Context: an optimization exercise on an open-source flow, tuned for small area, a short achievable clock period and few clock cycles per item. The choices shown serve that exercise and are no tape-out recipe.
In this exercise RTL edits were held to simulation tests only and were not proved equivalent to the original.

==> inputs of trial 88 <==
==> flow/design.v (excerpt) <==
module imb_encoder (
    input  wire         clk,
    input  wire         rst,         
    input  wire         in_valid,
    output wire         in_ready,
    input  wire [103:0] in_value,
    output wire         out_valid,
    input  wire         out_ready,
    output wire [129:0] out_bars,    
    output wire [10:0]  out_fcs,
    output wire         out_ovf,     
    output wire         out_err      
);
Settings: LEC_CHECK=0, ABC_AREA=1, CAP_MARGIN=20, CELL_PAD_IN_SITES_DETAIL_PLACEMENT=0, CELL_PAD_IN_SITES_GLOBAL_PLACEMENT=1, CORE_MARGIN=2, CORE_UTILIZATION=40, GPL_ROUTABILITY_DRIVEN=1, PLACE_DENSITY=0.5, SETUP_SLACK_MARGIN=4, SLEW_MARGIN=20, SYNTH_MEMORY_MAX_BITS=32768; clock period 8.0 ns.
run.sh (not shown) runs the stock make flow with config.mk's settings and CLKGATE_MAP_FILE= SYNTH_SCRIPT=/design/flow/synth_recipe.tcl, a recipe that flattens the netlist after the stock synthesis.
==> inputs of trial 2, as changes to trial 88 <==
--- a/flow/design.v
+++ b/flow/design.v
@@ -824,13 +824,13 @@
     wire        adv    = xv && !stall;
     wire        last   = adv && (xb == 4'd14);
     wire        xv_n   = stall ? xv : in_valid;
     wire [3:0]  xb_n   = fetch ? fb : xb;
     wire [3:0]  fb_n   = fetch ? ((fb == 4'd14) ? 4'd0 : fb + 4'd1) : fb;
     wire [3:0]  li_n   = last ? 4'd0 : ((li != 4'd10) ? li + 4'd1 : 4'd10);
-    wire        val_n  = (ia == 4'd9) || (val_o && !out_ready);
+    wire        val_n  = (ic == 4'd9) || (val_o && !out_ready);
     always @(*) begin
         case (xb_n)
             4'd0: begin live_n = 10'b0000000001; first_n = 10'b0000000001; lmax_n = 4'd0; end
             4'd1: begin live_n = 10'b0000000011; first_n = 10'b0000000010; lmax_n = 4'd1; end
             4'd2: begin live_n = 10'b0000000111; first_n = 10'b0000000100; lmax_n = 4'd2; end
             4'd3: begin live_n = 10'b0000000111; first_n = 10'b0000000000; lmax_n = 4'd2; end
@@ -846,13 +846,13 @@
             4'd13: begin live_n = 10'b1111111111; first_n = 10'b1000000000; lmax_n = 4'd9; end
             4'd14: begin live_n = 10'b1111111111; first_n = 10'b0000000000; lmax_n = 4'd9; end
             default: begin live_n = 10'bx; first_n = 10'bx; lmax_n = 4'bx; end
         endcase
     end
     wire        stall_n = xv_n && (((li_n != 4'd10) && (li_n < lmax_n)) ||
-                          ((xb_n == 4'd14) && (val_n || li_n != 4'd10 || li != 4'd10)));
+                          ((xb_n == 4'd14) && (val_n || li_n != 4'd10 || li != 4'd10 || ia != 4'd10)));
     wire        rdy_n   = (fb_n == 4'd14) && !stall_n;
     function [17:0] lut0;       
         input [8:0] h;
         case (h)
             9'd0: lut0 = {8'd0, 10'd0};
             9'd1: lut0 = {8'd0, 10'd256};
@@ -1900,13 +1900,17 @@
             if (gs == 1) begin : g_c0
                 assign ci = c0;
             end else begin : g_ch
                 assign ci = ch[gs-1];
             end
             assign ch[gs] = l[18:11];
-            assign nh[gs] = l[10:0] + {2'd0, o[1:0], 7'd0} + {3'd0, ci};
+            wire [10:0] a   = l[10:0] + {2'd0, o[1:0], 7'd0};
+            wire [5:0]  lo  = {1'b0, a[4:0]} + {1'b0, ci[4:0]};
+            wire [5:0]  hb  = a[10:5] + {3'd0, ci[7:5]};
+            wire [5:0]  hb1 = a[10:5] + {3'd0, ci[7:5]} + 6'd1;
+            assign nh[gs] = {(lo[5] ? hb1 : hb), lo[4:0]};
         end
     endgenerate
     wire        so = live[9] & (|ch[9]);
     reg  [10:0] sc;
     always @(*) sc = (xb == 4'd0) ? 11'h7FF : crc;
     integer     i;
@@ -1958,19 +1962,24 @@
         endcase
     end
     reg         nc;
     reg  [10:0] ca_a, ca_b;     
     reg         ga;
     reg  [3:0]  ia;             
+    reg  [12:0] pr;             
+    reg  [3:0]  ic;             
     wire        ncin = nc & (li != 4'd0);
-    wire [11:0] nt   = {1'b0, sel} + {11'd0, ncin};
-    wire        nge  = (li == 4'd0) ? (nt >= 12'd636) : (nt >= 12'd1365);
-    wire [11:0] ntm0 = nt - 12'd636;
-    wire [11:0] ntm  = nt - 12'd1365;
-    wire [11:0] ntp  = nt + 12'd659;
-    wire [11:0] ntq  = nt - 12'd706;
+    wire [11:0] se   = {1'b0, sel};
+    wire [11:0] ci1  = {11'd0, ncin};
+    wire [11:0] nt   = se + ci1;
+    wire        nge  = (li == 4'd0) ? (ncin ? (se >= 12'd635) : (se >= 12'd636))
+                                     : (ncin ? (se >= 12'd1364) : (se >= 12'd1365));
+    wire [11:0] ntm0 = se + ci1 + 12'd3460;    
+    wire [11:0] ntm  = se + ci1 + 12'd2731;    
+    wire [11:0] ntp  = se + ci1 + 12'd659;
+    wire [11:0] ntq  = se + ci1 + 12'd3390;    
     reg  [10:0] nca, ncb;
     always @(*) begin
         if (li == 4'd0) begin
             nca = {nt[9:0], 1'b0};
             ncb = {ntm0[9:0], 1'b0};
         end else if (li == 4'd9 && fcs_o[10]) begin
@@ -1987,20 +1996,22 @@
     always @(posedge clk) begin
         if (rst) begin
             fb    <= 4'd0;
             xv    <= 1'b0;
             li    <= 4'd10;
             ia    <= 4'd10;
+            ic    <= 4'd10;
             val_o <= 1'b0;
             stall <= 1'b0;
             rdy   <= 1'b0;
         end else begin
             fb    <= fb_n;
             xv    <= xv_n;
             li    <= li_n;
             ia    <= li;
+            ic    <= ia;
             val_o <= val_n;
             stall <= stall_n;
             rdy   <= rdy_n;
         end
         xb    <= xb_n;
         first <= first_n;
@@ -2029,23 +2040,24 @@
         ga   <= nge;
         nc   <= nge;
         if (li == 4'd9 && nge)
             ovf_o <= 1'b1;
         if (ia == 4'd9)
             err_o <= lcw > 11'd1364;
-        case (ia)
-            4'd0: pat[9] <= rom_pat ^ {13{fcs_o[9]}};
-            4'd1: pat[8] <= rom_pat ^ {13{fcs_o[8]}};
-            4'd2: pat[7] <= rom_pat ^ {13{fcs_o[7]}};
-            4'd3: pat[6] <= rom_pat ^ {13{fcs_o[6]}};
-            4'd4: pat[5] <= rom_pat ^ {13{fcs_o[5]}};
-            4'd5: pat[4] <= rom_pat ^ {13{fcs_o[4]}};
-            4'd6: pat[3] <= rom_pat ^ {13{fcs_o[3]}};
-            4'd7: pat[2] <= rom_pat ^ {13{fcs_o[2]}};
-            4'd8: pat[1] <= rom_pat ^ {13{fcs_o[1]}};
-            4'd9: pat[0] <= rom_pat ^ {13{fcs_o[0]}};
+        pr <= rom_pat;
+        case (ic)
+            4'd0: pat[9] <= pr ^ {13{fcs_o[9]}};
+            4'd1: pat[8] <= pr ^ {13{fcs_o[8]}};
+            4'd2: pat[7] <= pr ^ {13{fcs_o[7]}};
+            4'd3: pat[6] <= pr ^ {13{fcs_o[6]}};
+            4'd4: pat[5] <= pr ^ {13{fcs_o[5]}};
+            4'd5: pat[4] <= pr ^ {13{fcs_o[4]}};
+            4'd6: pat[3] <= pr ^ {13{fcs_o[3]}};
+            4'd7: pat[2] <= pr ^ {13{fcs_o[2]}};
+            4'd8: pat[1] <= pr ^ {13{fcs_o[1]}};
+            4'd9: pat[0] <= pr ^ {13{fcs_o[0]}};
             default: ;
         endcase
     end
     assign out_valid = val_o;
     assign out_fcs   = fcs_o;
     assign out_ovf   = ovf_o;
==> inputs of trial 74, as changes to trial 88 <==
--- a/flow/design.v
+++ b/flow/design.v
@@ -803,24 +803,14 @@
     reg  [10:0] crc;
     reg         ovfa;           
     reg  [3:0]  li;             
     reg  [12:0] pat [0:9];
     reg  [10:0] fcs_o;
     reg         ovf_o, err_o, val_o;
-    reg  [9:0]  first;
-    wire [9:0]  live;
-    assign live[0] = (xb >= 4'd0);
-    assign live[1] = (xb >= 4'd1);
-    assign live[2] = (xb >= 4'd2);
-    assign live[3] = (xb >= 4'd4);
-    assign live[4] = (xb >= 4'd5);
-    assign live[5] = (xb >= 4'd7);
-    assign live[6] = (xb >= 4'd8);
-    assign live[7] = (xb >= 4'd10);
-    assign live[8] = (xb >= 4'd11);
-    assign live[9] = (xb >= 4'd13);
+    reg  [9:0]  live, first;
+    reg  [3:0]  lmax;
     reg  [9:0]  live_n, first_n;
     reg  [3:0]  lmax_n;
     wire        fetch  = !stall && in_valid;
     wire        adv    = xv && !stall;
     wire        last   = adv && (xb == 4'd14);
     wire        xv_n   = stall ? xv : in_valid;
@@ -2000,13 +1990,15 @@
             ia    <= li;
             val_o <= val_n;
             stall <= stall_n;
             rdy   <= rdy_n;
         end
         xb    <= xb_n;
+        live  <= live_n;
         first <= first_n;
+        lmax  <= lmax_n;
         if (fetch)
             xc <= chunk;
         if (adv) begin
             d0 <= n0;
             if (live[1]) dh[1] <= nh[1];
             if (live[2]) dh[2] <= nh[2];
- PLACE_DENSITY: 0.5 -> 0.6
==> inputs of build 4, as changes to trial 88 <==
--- a/flow/design.v
+++ b/flow/design.v
@@ -824,13 +824,13 @@
     wire        adv    = xv && !stall;
     wire        last   = adv && (xb == 4'd14);
     wire        xv_n   = stall ? xv : in_valid;
     wire [3:0]  xb_n   = fetch ? fb : xb;
     wire [3:0]  fb_n   = fetch ? ((fb == 4'd14) ? 4'd0 : fb + 4'd1) : fb;
     wire [3:0]  li_n   = last ? 4'd0 : ((li != 4'd10) ? li + 4'd1 : 4'd10);
-    wire        val_n  = (ia == 4'd9) || (val_o && !out_ready);
+    wire        val_n  = (ic == 4'd9) || (val_o && !out_ready);
     always @(*) begin
         case (xb_n)
             4'd0: begin live_n = 10'b0000000001; first_n = 10'b0000000001; lmax_n = 4'd0; end
             4'd1: begin live_n = 10'b0000000011; first_n = 10'b0000000010; lmax_n = 4'd1; end
             4'd2: begin live_n = 10'b0000000111; first_n = 10'b0000000100; lmax_n = 4'd2; end
             4'd3: begin live_n = 10'b0000000111; first_n = 10'b0000000000; lmax_n = 4'd2; end
@@ -846,13 +846,13 @@
             4'd13: begin live_n = 10'b1111111111; first_n = 10'b1000000000; lmax_n = 4'd9; end
             4'd14: begin live_n = 10'b1111111111; first_n = 10'b0000000000; lmax_n = 4'd9; end
             default: begin live_n = 10'bx; first_n = 10'bx; lmax_n = 4'bx; end
         endcase
     end
     wire        stall_n = xv_n && (((li_n != 4'd10) && (li_n < lmax_n)) ||
-                          ((xb_n == 4'd14) && (val_n || li_n != 4'd10 || li != 4'd10)));
+                          ((xb_n == 4'd14) && (val_n || li_n != 4'd10 || li != 4'd10 || ia != 4'd10)));
     wire        rdy_n   = (fb_n == 4'd14) && !stall_n;
     function [17:0] lut0;       
         input [8:0] h;
         case (h)
             9'd0: lut0 = {8'd0, 10'd0};
             9'd1: lut0 = {8'd0, 10'd256};
@@ -1885,13 +1885,17 @@
             9'd511: luth = {8'd191, 11'd917};
         endcase
     endfunction
     wire [9:0]  o0 = first[0] ? 10'd0 : d0;
     wire [17:0] l0 = lut0(o0[9:1]);
     wire [7:0]  c0 = l0[17:10];
-    wire [9:0]  n0 = l0[9:0] + {2'd0, o0[0:0], 7'd0} + {3'd0, xc};
+    wire [9:0]  a0  = l0[9:0] + {2'd0, o0[0:0], 7'd0};
+    wire [5:0]  lo0 = {1'b0, a0[4:0]} + {1'b0, xc[4:0]};
+    wire [4:0]  hb0 = a0[9:5] + {3'd0, xc[6:5]};
+    wire [4:0]  hc0 = a0[9:5] + {3'd0, xc[6:5]} + 5'd1;
+    wire [9:0]  n0  = {(lo0[5] ? hc0 : hb0), lo0[4:0]};
     wire [7:0]  ch [1:9];
     wire [10:0] nh [1:9];
     genvar gs;
     generate
         for (gs = 1; gs < 10; gs = gs + 1) begin : g_dig
             wire [10:0] o = first[gs] ? 11'd0 : dh[gs];
@@ -1900,13 +1904,17 @@
             if (gs == 1) begin : g_c0
                 assign ci = c0;
             end else begin : g_ch
                 assign ci = ch[gs-1];
             end
             assign ch[gs] = l[18:11];
-            assign nh[gs] = l[10:0] + {2'd0, o[1:0], 7'd0} + {3'd0, ci};
+            wire [10:0] a   = l[10:0] + {2'd0, o[1:0], 7'd0};
+            wire [5:0]  lo  = {1'b0, a[4:0]} + {1'b0, ci[4:0]};
+            wire [5:0]  hb  = a[10:5] + {3'd0, ci[7:5]};
+            wire [5:0]  hb1 = a[10:5] + {3'd0, ci[7:5]} + 6'd1;
+            assign nh[gs] = {(lo[5] ? hb1 : hb), lo[4:0]};
         end
     endgenerate
     wire        so = live[9] & (|ch[9]);
     reg  [10:0] sc;
     always @(*) sc = (xb == 4'd0) ? 11'h7FF : crc;
     integer     i;
@@ -1958,19 +1966,24 @@
         endcase
     end
     reg         nc;
     reg  [10:0] ca_a, ca_b;     
     reg         ga;
     reg  [3:0]  ia;             
+    reg  [12:0] pr;             
+    reg  [3:0]  ic;             
     wire        ncin = nc & (li != 4'd0);
-    wire [11:0] nt   = {1'b0, sel} + {11'd0, ncin};
-    wire        nge  = (li == 4'd0) ? (nt >= 12'd636) : (nt >= 12'd1365);
-    wire [11:0] ntm0 = nt - 12'd636;
-    wire [11:0] ntm  = nt - 12'd1365;
-    wire [11:0] ntp  = nt + 12'd659;
-    wire [11:0] ntq  = nt - 12'd706;
+    wire [11:0] se   = {1'b0, sel};
+    wire [11:0] ci1  = {11'd0, ncin};
+    wire [11:0] nt   = se + ci1;
+    wire        nge  = (li == 4'd0) ? (ncin ? (se >= 12'd635) : (se >= 12'd636))
+                                     : (ncin ? (se >= 12'd1364) : (se >= 12'd1365));
+    wire [11:0] ntm0 = se + ci1 + 12'd3460;    
+    wire [11:0] ntm  = se + ci1 + 12'd2731;    
+    wire [11:0] ntp  = se + ci1 + 12'd659;
+    wire [11:0] ntq  = se + ci1 + 12'd3390;    
     reg  [10:0] nca, ncb;
     always @(*) begin
         if (li == 4'd0) begin
             nca = {nt[9:0], 1'b0};
             ncb = {ntm0[9:0], 1'b0};
         end else if (li == 4'd9 && fcs_o[10]) begin
@@ -1987,20 +2000,22 @@
     always @(posedge clk) begin
         if (rst) begin
             fb    <= 4'd0;
             xv    <= 1'b0;
             li    <= 4'd10;
             ia    <= 4'd10;
+            ic    <= 4'd10;
             val_o <= 1'b0;
             stall <= 1'b0;
             rdy   <= 1'b0;
         end else begin
             fb    <= fb_n;
             xv    <= xv_n;
             li    <= li_n;
             ia    <= li;
+            ic    <= ia;
             val_o <= val_n;
             stall <= stall_n;
             rdy   <= rdy_n;
         end
         xb    <= xb_n;
         first <= first_n;
@@ -2029,23 +2044,24 @@
         ga   <= nge;
         nc   <= nge;
         if (li == 4'd9 && nge)
             ovf_o <= 1'b1;
         if (ia == 4'd9)
             err_o <= lcw > 11'd1364;
-        case (ia)
-            4'd0: pat[9] <= rom_pat ^ {13{fcs_o[9]}};
-            4'd1: pat[8] <= rom_pat ^ {13{fcs_o[8]}};
-            4'd2: pat[7] <= rom_pat ^ {13{fcs_o[7]}};
-            4'd3: pat[6] <= rom_pat ^ {13{fcs_o[6]}};
-            4'd4: pat[5] <= rom_pat ^ {13{fcs_o[5]}};
-            4'd5: pat[4] <= rom_pat ^ {13{fcs_o[4]}};
-            4'd6: pat[3] <= rom_pat ^ {13{fcs_o[3]}};
-            4'd7: pat[2] <= rom_pat ^ {13{fcs_o[2]}};
-            4'd8: pat[1] <= rom_pat ^ {13{fcs_o[1]}};
-            4'd9: pat[0] <= rom_pat ^ {13{fcs_o[0]}};
+        pr <= rom_pat;
+        case (ic)
+            4'd0: pat[9] <= pr ^ {13{fcs_o[9]}};
+            4'd1: pat[8] <= pr ^ {13{fcs_o[8]}};
+            4'd2: pat[7] <= pr ^ {13{fcs_o[7]}};
+            4'd3: pat[6] <= pr ^ {13{fcs_o[6]}};
+            4'd4: pat[5] <= pr ^ {13{fcs_o[5]}};
+            4'd5: pat[4] <= pr ^ {13{fcs_o[4]}};
+            4'd6: pat[3] <= pr ^ {13{fcs_o[3]}};
+            4'd7: pat[2] <= pr ^ {13{fcs_o[2]}};
+            4'd8: pat[1] <= pr ^ {13{fcs_o[1]}};
+            4'd9: pat[0] <= pr ^ {13{fcs_o[0]}};
             default: ;
         endcase
     end
     assign out_valid = val_o;
     assign out_fcs   = fcs_o;
     assign out_ovf   = ovf_o;
- SETUP_SLACK_MARGIN: 4 -> 4.3
==> Implementation_results.wiki <==
{| class="wikitable"
! Metric !! Value
|-
| Run status || timing/DRC/antenna clean
|-
| Max layer used || met5
|-
| Crit path launch || d0[2]
|-
| Minimum hold slack || ~0.48 ns
|-
| Wire length after detailed routing || approximately 150000 um
|-
| Mux contribution to synthesized area || 0.000294
|-
| Total met3 wirelength after detailed routing || about 12000 um
|-
| Cell depth of the worst setup path || 28
|-
| Placeable core region || ~0.085 mm2
|}
(the above is from trial 88)
==> Implementation_results.wiki <==
{| class="wikitable"
! Metric !! Value
|-
| Run status || timing/DRC/antenna clean
|-
| Total met3 wirelength after detailed routing || between 10000 and 15000 um
|-
| Unique cell type count in the Yosys netlist || 71
|-
| Crit path launch || ga
|-
| Cell depth of the worst setup path || 17
|-
| Minimum hold slack || roughly 0.54 ns
|-
| Grt met3 use || 0.0577
|-
| Max layer used || met4
|}
(the above is from trial 2)
==> Implementation_results.wiki <==
{| class="wikitable"
! Metric !! Value
|-
| Placeable core region || between 0.08 and 0.09 mm2
|-
| Run status || timing/DRC/antenna clean
|-
| Total met3 wirelength after detailed routing || between 10000 and 15000 um
|-
| Crit path launch || d0[2]
|-
| Minimum hold slack || between 0.4 and 0.5 ns
|-
| Max layer used || met4
|-
| Fillcell total || about 8500
|-
| Cell depth of the worst setup path || 21
|-
| Wire length after detailed routing || about 150000 um
|}
(the above is from build 4)
==> Implementation_results.wiki <==
{| class="wikitable"
! Metric !! Value
|-
| Wire length after detailed routing || 155000 um
|-
| Actual slew at the worst max-slew pin || approximately 1.1 ns
|-
| Run status || timing/DRC/antenna clean
|-
| Mux contribution to synthesized area || 0.000297
|-
| Crit path launch || first[0]
|-
| Placeable core region || ~0.084 mm2
|-
| Minimum hold slack || between 0.4 and 0.5 ns
|-
| Cell depth of the worst setup path || 25
|-
| Total GRT Usage || 0.343
|}
(the above is from trial 74)
Testbench counts of trial 88, summed over its fixed seeds: cycles 2,984, items 192.
Testbench counts of trial 2, summed over its fixed seeds: cycles 2,992, items 192.
Testbench counts of trial 74, summed over its fixed seeds: cycles 2,984, items 192.
Testbench counts of build 4, summed over its fixed seeds: cycles 2,992, items 192.

-- afterwards: timing with drivers on the ports --
The results above use ideal ports. As a check the final layouts listed here were re-extracted and re-timed, cells and wires unchanged. Step 1 assumes that a clkbuf_16 drives the clock port and a buf_2 every other input. Step 2, shift: input delay + t, output delay - t, t = (earliest + latest rising clock arrival at the registers) / 2. This alone moves slack from input paths to output paths. a / b / c = ideal ports / drivers / drivers and shift; a / b = the first two.
run | shift t [ns] | slack for setup (ns) | worst hold slack (ns)
trial 88 | 0.651 | 3.776 / 3.776 / 3.526 | 0.477 / 0.477 / 0.477
trial 2 | 0.639 | 4.024 / 4.024 / 3.618 | 0.536 / 0.536 / 0.536
trial 74 | 0.650 | 3.571 / 3.571 / 3.521 | 0.484 / 0.484 / 0.484
build 4 | 0.667 | 4.162 / 4.162 / 3.828 | 0.450 / 0.450 / 0.450
After both steps every run listed still meets setup and hold. The setup slack of trial 2, which loses most, moves by 0.000 ns with the drivers and by -0.406 ns with both steps.
